What follows belongs to an exercise in optimizing a design on an open flow for small area, a short achievable clock period and few clock cycles; a production flow would make more cautious choices.
Only simulation tests tie the RTL to the original design; equivalence was not proved.
Power figures rest on the tool's default switching activity, not on a simulated workload.

==> v4 <==
// updi_host
module updi_host (
    input  wire        clk,
    input  wire        rst,
    input  wire        cfg_a24,
    input  wire        req_valid,
    output wire        req_ready,
    input  wire [4:0]  req_op,
    input  wire        req_wide,
    input  wire [23:0] req_addr,
    input  wire [15:0] req_data,
    input  wire [16:0] req_len,
    output wire        rsp_valid,
    output wire [2:0]  rsp_kind,
    output wire [2:0]  rsp_stage,
    output wire [2:0]  rsp_cause,
    output wire [15:0] rsp_data,
    output wire [1:0]  life,
    output wire [1:0]  session,
    output wire        desync,
    input  wire        wd_valid,
    output wire        wd_ready,
    input  wire [7:0]  wd_data,
    output wire        rd_valid,
    output wire [7:0]  rd_data,
    output wire        ctl_valid,
    output wire [2:0]  ctl_cmd,
    input  wire        ctl_ready,
    input  wire        ctl_fail,
    output wire        tx_valid,
    output wire [7:0]  tx_data,
    input  wire        tx_ready,
    input  wire        rx_valid,
    input  wire        rx_err,
    input  wire [7:0]  rx_data,
    output wire        rx_ready
);
Settings: LEC_CHECK=0, CAP_MARGIN=20, CORE_MARGIN=2, CORE_UTILIZATION=40, SLEW_MARGIN=20; clock period 8.0 ns.
run.sh (not shown) runs the stock make flow with config.mk's settings and CLKGATE_MAP_FILE= SYNTH_SCRIPT=/design/flow/synth_recipe.tcl, a recipe that flattens the netlist after the stock synthesis.
==> v39 (differences from v4) <==
--- a/flow/design.v
+++ b/flow/design.v
@@ -77,23 +77,38 @@
     reg [2:0]  ctl_cmd_r;
     reg [4:0]  op;
     reg        wide;
     reg        a24;
     reg [23:0] addr;            
     reg [15:0] dat;
-    reg [7:0]  hi_r;
-    reg [7:0]  kb [0:31];
+    reg [7:0]  ring [0:31];
+    reg [4:0]  rp;
     reg [1:0]  life_r, session_r;
     reg        desync_r;
     reg        rsp_r;
-    reg [2:0]  kind_r, stage_r, cause_r;
-    wire [7:0] lenm1 = addr[7:0] - 8'd1;
+    reg [2:0]  ecode;           
+    localparam [2:0] E_OK = 3'd0, E_TSEND = 3'd1, E_TCFG = 3'd2, E_NORESP = 3'd3,
+                     E_PROTO = 3'd4, E_INVARG = 3'd5, E_LICFG = 3'd6,
+                     E_LICHK = 3'd7;
+    wire [7:0] lenm1 = addr[7:0];
     wire [7:0] asz   = a24 ? 8'h08 : 8'h04;
     wire [7:0] psz   = a24 ? 8'h02 : 8'h01;
     wire [7:0] dsz   = wide ? 8'h01 : 8'h00;
-    reg [7:0] opc;
+    reg [7:0] opc, opc_r, b2, b2_r;
+    always @(*) begin
+        case (fr)
+            F_ISP1:  b2 = 8'h08;
+            F_ISP2:  b2 = 8'h80;
+            F_STCS:  b2 = dat[7:0];
+            default: b2 = addr[7:0];                     
+        endcase
+    end
+    always @(posedge clk) begin
+        opc_r <= opc;
+        b2_r  <= b2;
+    end
     always @(*) begin
         case (fr)
             F_ISP1:  opc = 8'hC3;
             F_ISP2:  opc = 8'hC2;
             F_CDL:   opc = 8'h80;
             F_LDCS:  opc = {4'h8, addr[3:0]};
@@ -109,20 +124,14 @@
         endcase
     end
     reg [7:0] fbyte;
     always @(*) begin
         case (hidx)
             3'd0: fbyte = (fr == F_BRK) ? 8'h00 : 8'h55;
-            3'd1: fbyte = opc;
-            3'd2: case (fr)
-                      F_ISP1:  fbyte = 8'h08;
-                      F_ISP2:  fbyte = 8'h80;
-                      F_STCS:  fbyte = dat[7:0];
-                      F_REP:   fbyte = lenm1;
-                      default: fbyte = addr[7:0];
-                  endcase
+            3'd1: fbyte = opc_r;
+            3'd2: fbyte = b2_r;
             3'd3: fbyte = addr[15:8];
             3'd4: fbyte = addr[23:16];
             3'd5: fbyte = dat[7:0];
             default: fbyte = dat[15:8];
         endcase
     end
@@ -148,13 +157,13 @@
     wire st_tx   = (st == ST_TX);
     wire st_bulk = (st == ST_BULK);
     wire st_key  = (st == ST_KEY);
     wire st_rx   = (st == ST_RX);
     wire tx_on   = st_tx | st_bulk | st_key;
     wire src_wd  = (st_tx & (fr == F_STI) & hidx[1]) | (st_bulk & (bph == 2'd1));
-    wire [7:0] ibyte = st_key ? kb[cnt[4:0]] : st_bulk ? bbyte : fbyte;
+    wire [7:0] ibyte = st_key ? ring[{rp[4:1], 1'b0}] : st_bulk ? bbyte : fbyte;
     wire [2:0] alast = a24 ? 3'd4 : 3'd3;
     reg f_last;
     always @(*) begin
         case (fr)
             F_BRK:   f_last = (hidx == 3'd0);
             F_STCS, F_REP, F_ISP1, F_ISP2:
@@ -172,47 +181,65 @@
     wire b_unb     = (dat[15:10] != 6'd0) | (dat == 16'd0);
     wire b_last    = b_reqlast | (!b_unb & (bcc == 10'd1));
     wire k_last    = (cnt[4:0] == 5'd0);
     wire snd_last  = (st_tx & f_last) | (st_bulk & b_last) | (st_key & k_last);
     wire req_last  = (st_tx & f_last & f_reqlast) | (st_bulk & b_reqlast) |
                      (st_key & k_last);
-    assign tx_valid = tx_on & !pend & (!src_wd | wd_valid);
+    assign tx_valid = tx_on & !pend & (!src_wd | wd_valid) & !(st_key & rp[0]);
     assign tx_data  = src_wd ? wd_data : ibyte;
     wire   tx_fire  = tx_valid & tx_ready;
     wire   bc       = tx_on & ((pend & rx_valid) | (tx_fire & (abort | rx_valid)));
     assign rx_ready = st_rx | (tx_on & !abort & (pend | tx_fire));
     wire   rx_fire  = rx_ready & rx_valid;
     wire k_ld_last  = (cnt[2:0] == 3'd7) & (addr[1:0] == 2'd0 | cnt[3]) &
                       (addr[1:0] != 2'd2 | cnt[4]);
-    assign wd_ready = (src_wd & !pend & tx_ready & tx_on) | (st == ST_KLD);
+    assign wd_ready = (src_wd & !pend & tx_ready & tx_on) | ((st == ST_KLD) & ((rp == 5'd0) | (cnt[4:0] == 5'd0)));
     wire   wd_fire  = wd_ready & wd_valid;
     assign ctl_valid = (st == ST_CTL);
     assign ctl_cmd   = ctl_cmd_r;
     wire rx_dat = (fr == F_LDCS) | (fr == F_LOAD) | (fr == F_CDL);
     wire rx_ack = (fr == F_STORE) | (fr == F_PTR) | (fr == F_STI);
     wire rx_str = (fr == F_LDI) | (fr == F_SIB);
     wire cnt1   = (cnt == 17'd1);
     wire ack_fin = (fr == F_PTR) | ((fr == F_STORE) & hidx[2] & (hidx[1] | hidx[0])) |
                    ((fr == F_STI) & cnt1);
     wire is_ack  = (rx_data == 8'h40);
     wire nz      = (rx_data != 8'h00);
-    wire rx_fin  = st_rx & rx_valid & !rx_err &
-                   ((rx_dat & cnt1 & ((fr != F_CDL) | nz)) |
-                    (rx_ack & ack_fin & is_ack) |
-                    (rx_str & cnt1));
-    wire fast    = rx_fin | (req_last & bc);
+    wire y_any   = st_rx & cnt1 & ((rx_dat & (fr != F_CDL)) | rx_str);
+    wire y_ack   = st_rx & rx_ack & ack_fin;
+    wire y_cdl   = st_rx & cnt1 & (fr == F_CDL);
+    wire x_txv   = req_last & !pend & !(st_key & rp[0]);
+    wire x_pend  = req_last & pend;
+    wire x_abort = x_txv & abort;
+    wire rx_fin  = rx_valid & !rx_err & (y_any | (y_ack & is_ack) | (y_cdl & nz));
+    wire tx_fin  = (x_pend & rx_valid) | (x_abort & tx_ready) |
+                   (x_txv & tx_ready & rx_valid);
+    wire fast    = rx_fin | tx_fin;
     assign rsp_valid = rsp_r | fast;
     assign req_ready = (st == ST_IDLE) | fast;
     wire   accept    = req_valid & req_ready;
-    assign rsp_kind  = kind_r;
-    assign rsp_stage = stage_r;
-    assign rsp_cause = cause_r;
+    reg [2:0] ek, eg;
+    always @(*) begin
+        case (ecode)
+            E_TSEND:  begin ek = K_TRANSPORT; eg = G_SEND;      end
+            E_TCFG:   begin ek = K_TRANSPORT; eg = G_CONFIGURE; end
+            E_NORESP: begin ek = K_NORESP;    eg = G_RECEIVE;   end
+            E_PROTO:  begin ek = K_PROTOCOL;  eg = G_ACK;       end
+            E_INVARG: begin ek = K_INVARG;    eg = G_ARG;       end
+            E_LICFG:  begin ek = K_LINKINIT;  eg = G_CONFIGURE; end
+            E_LICHK:  begin ek = K_LINKINIT;  eg = G_CHECK;     end
+            default:  begin ek = K_OK;        eg = G_NONE;      end
+        endcase
+    end
+    assign rsp_kind  = ek;
+    assign rsp_stage = eg;
+    assign rsp_cause = (ecode == E_LICFG) ? K_TRANSPORT : K_OK;
     wire   dsel      = st_rx & ((fr == F_LDCS) | (fr == F_LOAD));
     wire   hsel      = st_rx & (fr == F_LOAD) & wide;
     wire   cdl1      = st_rx & (fr == F_CDL) & (op == OP_CDL);
-    assign rsp_data  = {hi_r & {8{hsel}}, rx_data[7:1] & {7{dsel}},
+    assign rsp_data  = {dat[15:8] & {8{hsel}}, rx_data[7:1] & {7{dsel}},
                         (rx_data[0] & dsel) | cdl1};
     assign rd_valid = st_rx & rx_str & rx_valid & !rx_err;
     assign rd_data  = rx_data;
     assign life    = life_r;
     assign session = (st_rx & (fr == F_CDL)) ? S_VERIFIED : session_r;
     assign desync  = desync_r;
@@ -220,20 +247,16 @@
     wire rq_rep  = (req_op == OP_REPEAT) | (req_op == OP_BULK);
     wire arg_bad = (req_op > OP_SIB) ||
                    (rq_ldi && (req_len[15:0] == 16'd0 || req_len[16])) ||
                    (rq_rep && (req_len == 17'd0 || req_len > 17'd256)) ||
                    ((req_op == OP_KEY) && (req_len > 17'd2));
     wire closed  = (life_r == L_CLOSED);
-    task automatic fail(input [2:0] k, input [2:0] g);
+    task automatic fail(input [2:0] e);
         begin
             rsp_r <= 1'b1;
-            if (op == OP_INIT && retry) begin
-                kind_r <= K_LINKINIT; stage_r <= g; cause_r <= k;
-            end else begin
-                kind_r <= k; stage_r <= g; cause_r <= K_OK;
-            end
+            ecode <= e;
             if (sent_any && op != OP_OPEN && op != OP_DBRK)
                 desync_r <= 1'b1;
             st <= ST_IDLE;
         end
     endtask
     task automatic done_ok;
@@ -256,25 +279,30 @@
         begin
             if (op == OP_CDL)
                 done_ok;
             else if (!retry) begin
                 retry <= 1'b1; st <= ST_SEQ; pc <= P_D0;
             end else
-                fail(K_OK, G_CHECK);
+                fail(E_LICHK);
         end
     endtask
+    integer i;
+    always @(posedge clk) begin
+        ring[0] <= ((st == ST_KLD) & wd_fire) ? wd_data : ring[31];
+        for (i = 1; i < 32; i = i + 1)
+            ring[i] <= ring[i-1];
+        rp <= ((st == ST_KLD) & wd_fire) ? 5'd0 : rp + 5'd1 + {4'd0, st_key & bc};
+    end
     always @(posedge clk) begin
         if (rst) begin
             st        <= ST_IDLE;
             life_r    <= L_CLOSED;
             session_r <= S_UNSYNC;
             desync_r  <= 1'b0;
             rsp_r     <= 1'b0;
-            kind_r    <= K_OK;
-            stage_r   <= G_NONE;
-            cause_r   <= K_OK;
+            ecode     <= E_OK;
             pend      <= 1'b0;
             abort     <= 1'b0;
         end else begin
             rsp_r <= 1'b0;
             if (bc) pend <= 1'b0;
             else if (tx_fire) pend <= 1'b1;
@@ -316,36 +344,35 @@
                 endcase
             end
             ST_KEY: if (bc) begin
                 cnt <= cnt - 17'd1;
                 if (k_last) st <= ST_IDLE;
             end
-            ST_KLD: if (wd_valid) begin
-                kb[cnt[4:0]] <= wd_data;
+            ST_KLD: if (wd_fire) begin
                 if (k_ld_last) send(F_KEYH);
                 else cnt <= cnt + 17'd1;
             end
             ST_RX: if (rx_valid) begin
                 if (rx_err) begin
                     if (fr == F_CDL) begin
                         desync_r <= 1'b1;
                         cdl_miss;
                     end else
-                        fail(K_NORESP, G_RECEIVE);
+                        fail(E_NORESP);
                 end else if (rx_ack) begin
                     if (!is_ack)
-                        fail(K_PROTOCOL, G_ACK);
+                        fail(E_PROTO);
                     else if (ack_fin)
                         st <= ST_IDLE;
                     else if (fr == F_STORE) begin
                         hidx <= 3'd5; st <= ST_TX;
                     end else begin
                         cnt <= cnt - 17'd1; hidx <= 3'd2; st <= ST_TX;
                     end
                 end else begin
-                    hi_r <= rx_data;
+                    dat[15:8] <= rx_data;
                     cnt  <= cnt - 17'd1;
                     if (cnt1) begin
                         if (fr != F_CDL)
                             st <= ST_IDLE;
                         else if (nz) begin
                             session_r <= S_VERIFIED;
@@ -363,13 +390,13 @@
                 case (pc)
                     P_O1: begin
                         if (!closed) ctl(C_CLOSE, P_O2); else pc <= P_O2;
                         life_r <= L_CLOSED;
                     end
                     P_O2: ctl(C_CFG_OP, P_O3);
-                    P_O3: if (ctl_fail_r) fail(K_TRANSPORT, G_CONFIGURE);
+                    P_O3: if (ctl_fail_r) fail((op == OP_INIT && retry) ? E_LICFG : E_TCFG);
                           else begin
                               ctl(C_DRAIN, P_D0);
                               life_r <= L_OPENED; session_r <= S_UNSYNC;
                           end
                     P_C1: if (!closed) ctl(C_CLOSE, P_C2); else pc <= P_C2;
                     P_C2: begin
@@ -378,23 +405,23 @@
                     end
                     P_D0: begin
                         if (!closed) ctl(C_CLOSE, P_D1); else pc <= P_D1;
                         life_r <= L_CLOSED;
                     end
                     P_D1: ctl(C_CFG_BREAK, P_D2);
-                    P_D2: if (ctl_fail_r) fail(K_TRANSPORT, G_CONFIGURE);
+                    P_D2: if (ctl_fail_r) fail((op == OP_INIT && retry) ? E_LICFG : E_TCFG);
                           else begin
                               ctl(C_DRAIN, P_D3);
                               life_r <= L_OPENED; session_r <= S_UNSYNC;
                           end
                     P_D3: begin send(F_BRK); pc <= P_D4; end
                     P_D4: ctl(C_DELAY, P_D5);
                     P_D5: begin send(F_BRK); pc <= P_D6; end
                     P_D6: begin ctl(C_CLOSE, P_D7); life_r <= L_CLOSED; end
                     P_D7: ctl(C_CFG_OP, P_D8);
-                    P_D8: if (ctl_fail_r) fail(K_TRANSPORT, G_CONFIGURE);
+                    P_D8: if (ctl_fail_r) fail((op == OP_INIT && retry) ? E_LICFG : E_TCFG);
                           else begin
                               life_r <= L_SYNC; session_r <= S_UNSYNC; desync_r <= 1'b0;
                               ctl(C_DRAIN, P_D9);
                           end
                     P_D9: if (op == OP_INIT) send(F_ISP1); else done_ok;
                     default: done_ok;
@@ -404,22 +431,22 @@
             endcase
             if (accept) begin
                 op       <= req_op;
                 wide     <= req_wide;
                 a24      <= cfg_a24;
                 addr     <= req_addr;
-                if (req_op == OP_REPEAT || req_op == OP_BULK || req_op == OP_KEY)
+                if (req_op == OP_REPEAT || req_op == OP_BULK)
+                    addr[7:0] <= req_len[7:0] - 8'd1;
+                if (req_op == OP_KEY)
                     addr[7:0] <= req_len[7:0];
                 dat      <= req_data;
                 sent_any <= 1'b0;
                 retry    <= 1'b0;
                 pend     <= 1'b0;
                 abort    <= 1'b0;
-                kind_r   <= K_OK;
-                stage_r  <= G_NONE;
-                cause_r  <= K_OK;
+                ecode    <= E_OK;
                 hidx     <= 3'd0;
                 fr       <= req_op[3:0];
                 case (req_op)
                     OP_LDINC: cnt <= req_wide ? {req_len[15:0], 1'b0} : {1'b0, req_len[15:0]};
                     OP_STINC: cnt <= {1'b0, req_len[15:0]};
                     OP_BULK:  cnt <= {7'd0, req_len[8:0], 1'b0};
@@ -430,13 +457,13 @@
                 case (req_op)
                     OP_OPEN:  begin st <= ST_SEQ; pc <= P_O1; end
                     OP_CLOSE: begin st <= ST_SEQ; pc <= P_C1; end
                     OP_DBRK:  begin st <= ST_SEQ; pc <= P_D0; end
                     OP_ISP, OP_INIT: begin
                         if (closed) begin
-                            rsp_r <= 1'b1; kind_r <= K_TRANSPORT; stage_r <= G_SEND;
+                            rsp_r <= 1'b1; ecode <= E_TSEND;
                             st <= ST_IDLE;
                         end else begin
                             fr <= F_ISP1; st <= ST_TX;
                         end
                     end
                     OP_CDL: begin
@@ -445,16 +472,16 @@
                         end else begin
                             fr <= F_CDL; st <= ST_TX;
                         end
                     end
                     default: begin
                         if (arg_bad) begin
-                            rsp_r <= 1'b1; kind_r <= K_INVARG; stage_r <= G_ARG;
+                            rsp_r <= 1'b1; ecode <= E_INVARG;
                             st <= ST_IDLE;
                         end else if (closed) begin
-                            rsp_r <= 1'b1; kind_r <= K_TRANSPORT; stage_r <= G_SEND;
+                            rsp_r <= 1'b1; ecode <= E_TSEND;
                             st <= ST_IDLE;
                         end else if (req_op == OP_KEY)
                             st <= ST_KLD;
                         else if (req_op == OP_BULK)
                             st <= ST_BULK;
                         else
==> flow/flow/run.sh (new file) <==
#!/bin/bash
set -o pipefail
export BUFFER_PORTS_ARGS="-buffer_cell sky130_fd_sc_hd__buf_1"
bash standard.sh > standard.log 2>&1
==> flow/standard.sh (new file) <==
#!/bin/bash
# synth_recipe.tcl (not shown) runs the flow's synth.tcl, then flattens the netlist and writes it again
# the make line also repeats each setting of config.mk as NAME=value (left out here)
make -C /OpenROAD-flow-scripts/flow DESIGN_CONFIG=/design/flow/config.mk WORK_HOME=/design/flow/orfs CLKGATE_MAP_FILE= SYNTH_SCRIPT=/design/flow/synth_recipe.tcl "${@:-finish}"
ABC_AREA = 1   (was not set)
CTS_CLUSTER_DIAMETER = 100   (was not set)
CTS_CLUSTER_SIZE = 25   (was not set)
SETUP_SLACK_MARGIN = 3.5   (was not set)
removed: flow/run.sh
==> v21 (differences from v4) <==
--- a/flow/design.v
+++ b/flow/design.v
@@ -78,13 +78,15 @@
     reg [4:0]  op;
     reg        wide;
     reg        a24;
     reg [23:0] addr;            
     reg [15:0] dat;
     reg [7:0]  hi_r;
-    reg [7:0]  kb [0:31];
+    reg [7:0]  ring [0:31];
+    reg [4:0]  kd;
+    reg [4:0]  rp;
     reg [1:0]  life_r, session_r;
     reg        desync_r;
     reg        rsp_r;
     reg [2:0]  kind_r, stage_r, cause_r;
     wire [7:0] lenm1 = addr[7:0] - 8'd1;
     wire [7:0] asz   = a24 ? 8'h08 : 8'h04;
@@ -148,13 +150,13 @@
     wire st_tx   = (st == ST_TX);
     wire st_bulk = (st == ST_BULK);
     wire st_key  = (st == ST_KEY);
     wire st_rx   = (st == ST_RX);
     wire tx_on   = st_tx | st_bulk | st_key;
     wire src_wd  = (st_tx & (fr == F_STI) & hidx[1]) | (st_bulk & (bph == 2'd1));
-    wire [7:0] ibyte = st_key ? kb[cnt[4:0]] : st_bulk ? bbyte : fbyte;
+    wire [7:0] ibyte = st_key ? ring[{rp[4:1], 1'b0}] : st_bulk ? bbyte : fbyte;
     wire [2:0] alast = a24 ? 3'd4 : 3'd3;
     reg f_last;
     always @(*) begin
         case (fr)
             F_BRK:   f_last = (hidx == 3'd0);
             F_STCS, F_REP, F_ISP1, F_ISP2:
@@ -172,21 +174,21 @@
     wire b_unb     = (dat[15:10] != 6'd0) | (dat == 16'd0);
     wire b_last    = b_reqlast | (!b_unb & (bcc == 10'd1));
     wire k_last    = (cnt[4:0] == 5'd0);
     wire snd_last  = (st_tx & f_last) | (st_bulk & b_last) | (st_key & k_last);
     wire req_last  = (st_tx & f_last & f_reqlast) | (st_bulk & b_reqlast) |
                      (st_key & k_last);
-    assign tx_valid = tx_on & !pend & (!src_wd | wd_valid);
+    assign tx_valid = tx_on & !pend & (!src_wd | wd_valid) & !(st_key & rp[0]);
     assign tx_data  = src_wd ? wd_data : ibyte;
     wire   tx_fire  = tx_valid & tx_ready;
     wire   bc       = tx_on & ((pend & rx_valid) | (tx_fire & (abort | rx_valid)));
     assign rx_ready = st_rx | (tx_on & !abort & (pend | tx_fire));
     wire   rx_fire  = rx_ready & rx_valid;
     wire k_ld_last  = (cnt[2:0] == 3'd7) & (addr[1:0] == 2'd0 | cnt[3]) &
                       (addr[1:0] != 2'd2 | cnt[4]);
-    assign wd_ready = (src_wd & !pend & tx_ready & tx_on) | (st == ST_KLD);
+    assign wd_ready = (src_wd & !pend & tx_ready & tx_on) | ((st == ST_KLD) & (kd == 5'd0));
     wire   wd_fire  = wd_ready & wd_valid;
     assign ctl_valid = (st == ST_CTL);
     assign ctl_cmd   = ctl_cmd_r;
     wire rx_dat = (fr == F_LDCS) | (fr == F_LOAD) | (fr == F_CDL);
     wire rx_ack = (fr == F_STORE) | (fr == F_PTR) | (fr == F_STI);
     wire rx_str = (fr == F_LDI) | (fr == F_SIB);
@@ -259,12 +261,20 @@
             else if (!retry) begin
                 retry <= 1'b1; st <= ST_SEQ; pc <= P_D0;
             end else
                 fail(K_OK, G_CHECK);
         end
     endtask
+    integer i;
+    always @(posedge clk) begin
+        ring[0] <= ((st == ST_KLD) & wd_fire) ? wd_data : ring[31];
+        for (i = 1; i < 32; i = i + 1)
+            ring[i] <= ring[i-1];
+        kd <= ((st == ST_KLD) & !wd_fire) ? kd + 5'd1 : 5'd0;
+        rp <= ((st == ST_KLD) & wd_fire) ? 5'd0 : rp + 5'd1 + {4'd0, st_key & bc};
+    end
     always @(posedge clk) begin
         if (rst) begin
             st        <= ST_IDLE;
             life_r    <= L_CLOSED;
             session_r <= S_UNSYNC;
             desync_r  <= 1'b0;
@@ -316,14 +326,13 @@
                 endcase
             end
             ST_KEY: if (bc) begin
                 cnt <= cnt - 17'd1;
                 if (k_last) st <= ST_IDLE;
             end
-            ST_KLD: if (wd_valid) begin
-                kb[cnt[4:0]] <= wd_data;
+            ST_KLD: if (wd_fire) begin
                 if (k_ld_last) send(F_KEYH);
                 else cnt <= cnt + 17'd1;
             end
             ST_RX: if (rx_valid) begin
                 if (rx_err) begin
                     if (fr == F_CDL) begin
==> tab_implementation.tex <==
\begin{tabular}{lr}
\hline
Metric & Value \\
\hline
\multicolumn{2}{l}{\textbf{Run status}} \\
Run status & complete, no violations \\
\multicolumn{2}{l}{\textbf{Route}} \\
Total number of vias & 13634 \\
\multicolumn{2}{l}{\textbf{Clock network}} \\
Sink Count & 383 \\
\multicolumn{2}{l}{\textbf{Hold path}} \\
Worst Hold Endpoint & ring[6][2]\$\_DFF\_P\_ \\
\multicolumn{2}{l}{\textbf{Power and ir drop}} \\
Leak pwr & 7.58 nW \\
\multicolumn{2}{l}{\textbf{GRT}} \\
Global-route wire length before repair & 73200 µm \\
Global-route total usage across every layer & 0.228 \\
\multicolumn{2}{l}{\textbf{STA}} \\
Tightest slew margin relative to the limit & 0.337 \\
\multicolumn{2}{l}{\textbf{Placement}} \\
Setup WS pre-CTS & 3000 ps \\
\hline
\end{tabular}
(the above is from v39)
==> tab_implementation.tex <==
\begin{tabular}{lr}
\hline
Metric & Value \\
\hline
\multicolumn{2}{l}{\textbf{GRT}} \\
Global-route wire length before repair & 72100 µm \\
Global-route total usage across every layer & 0.218 \\
\multicolumn{2}{l}{\textbf{Run status}} \\
Run status & complete, no violations \\
\multicolumn{2}{l}{\textbf{Clock network}} \\
Sink Count & 387 \\
\multicolumn{2}{l}{\textbf{Placement}} \\
Setup WS pre-CTS & 1950 ps \\
\multicolumn{2}{l}{\textbf{Route}} \\
Total number of vias & 13333 \\
\hline
\end{tabular}
(the above is from v21)
==> tab_implementation.tex <==
\begin{tabular}{lr}
\hline
Metric & Value \\
\hline
\multicolumn{2}{l}{\textbf{STA}} \\
Tightest slew margin relative to the limit & 0.265 \\
\multicolumn{2}{l}{\textbf{Run status}} \\
Run status & complete, no violations \\
\multicolumn{2}{l}{\textbf{Hold path}} \\
Worst Hold Endpoint & cause\_r[2]\$\_SDFFE\_PP0P\_ \\
\multicolumn{2}{l}{\textbf{Power and ir drop}} \\
Leak pwr & 7.24 nW \\
\multicolumn{2}{l}{\textbf{Route}} \\
Total number of vias & 14087 \\
\multicolumn{2}{l}{\textbf{Clock network}} \\
Sink Count & 382 \\
\multicolumn{2}{l}{\textbf{Placement}} \\
Setup WS pre-CTS & 2160 ps \\
\hline
\end{tabular}
(the above is from v4)
Testbench counts of v4, summed over its fixed seeds: cycles 22,261.
Testbench counts of v39, summed over its fixed seeds: cycles 22,261.
Testbench counts of v21, summed over its fixed seeds: cycles 22,261.

-- port drivers added, routing unchanged --
How much do the figures lean on ideal ports? The routed layouts below were timed once more, with nothing changed but the port constraints. Step 1: set_driving_cell puts a clkbuf_16 on clk and a buf_2 on each other input, an assumption about the parent block. Step 2, shift: input delay + t, output delay - t, t = (earliest + latest rising clock arrival at the registers) / 2. This alone moves slack from input paths to output paths. Slacks: no drivers / after step 1 / after step 2; pairs: no drivers / after step 1.
| run | shift t [ns] | slack for setup (ns) | hold WS [ns] | cell pins on the clock port's net |
|---|---|---|---|---|
| v4 | 0.622 | 1.642 / 1.588 / 2.188 | 0.429 / 0.429 / 0.429 | 1 |
| v39 | 0.604 | 3.426 / 3.388 / 2.923 | 0.331 / 0.331 / 0.331 | 1 |
| v21 | 0.621 | 1.793 / 1.734 / 1.993 | 0.320 / 0.320 / 0.320 | 1 |
After both steps setup and hold are still met in every run listed. For v39, which loses most, drivers alone change the setup slack by -0.038 ns; drivers and shift together by -0.503 ns.
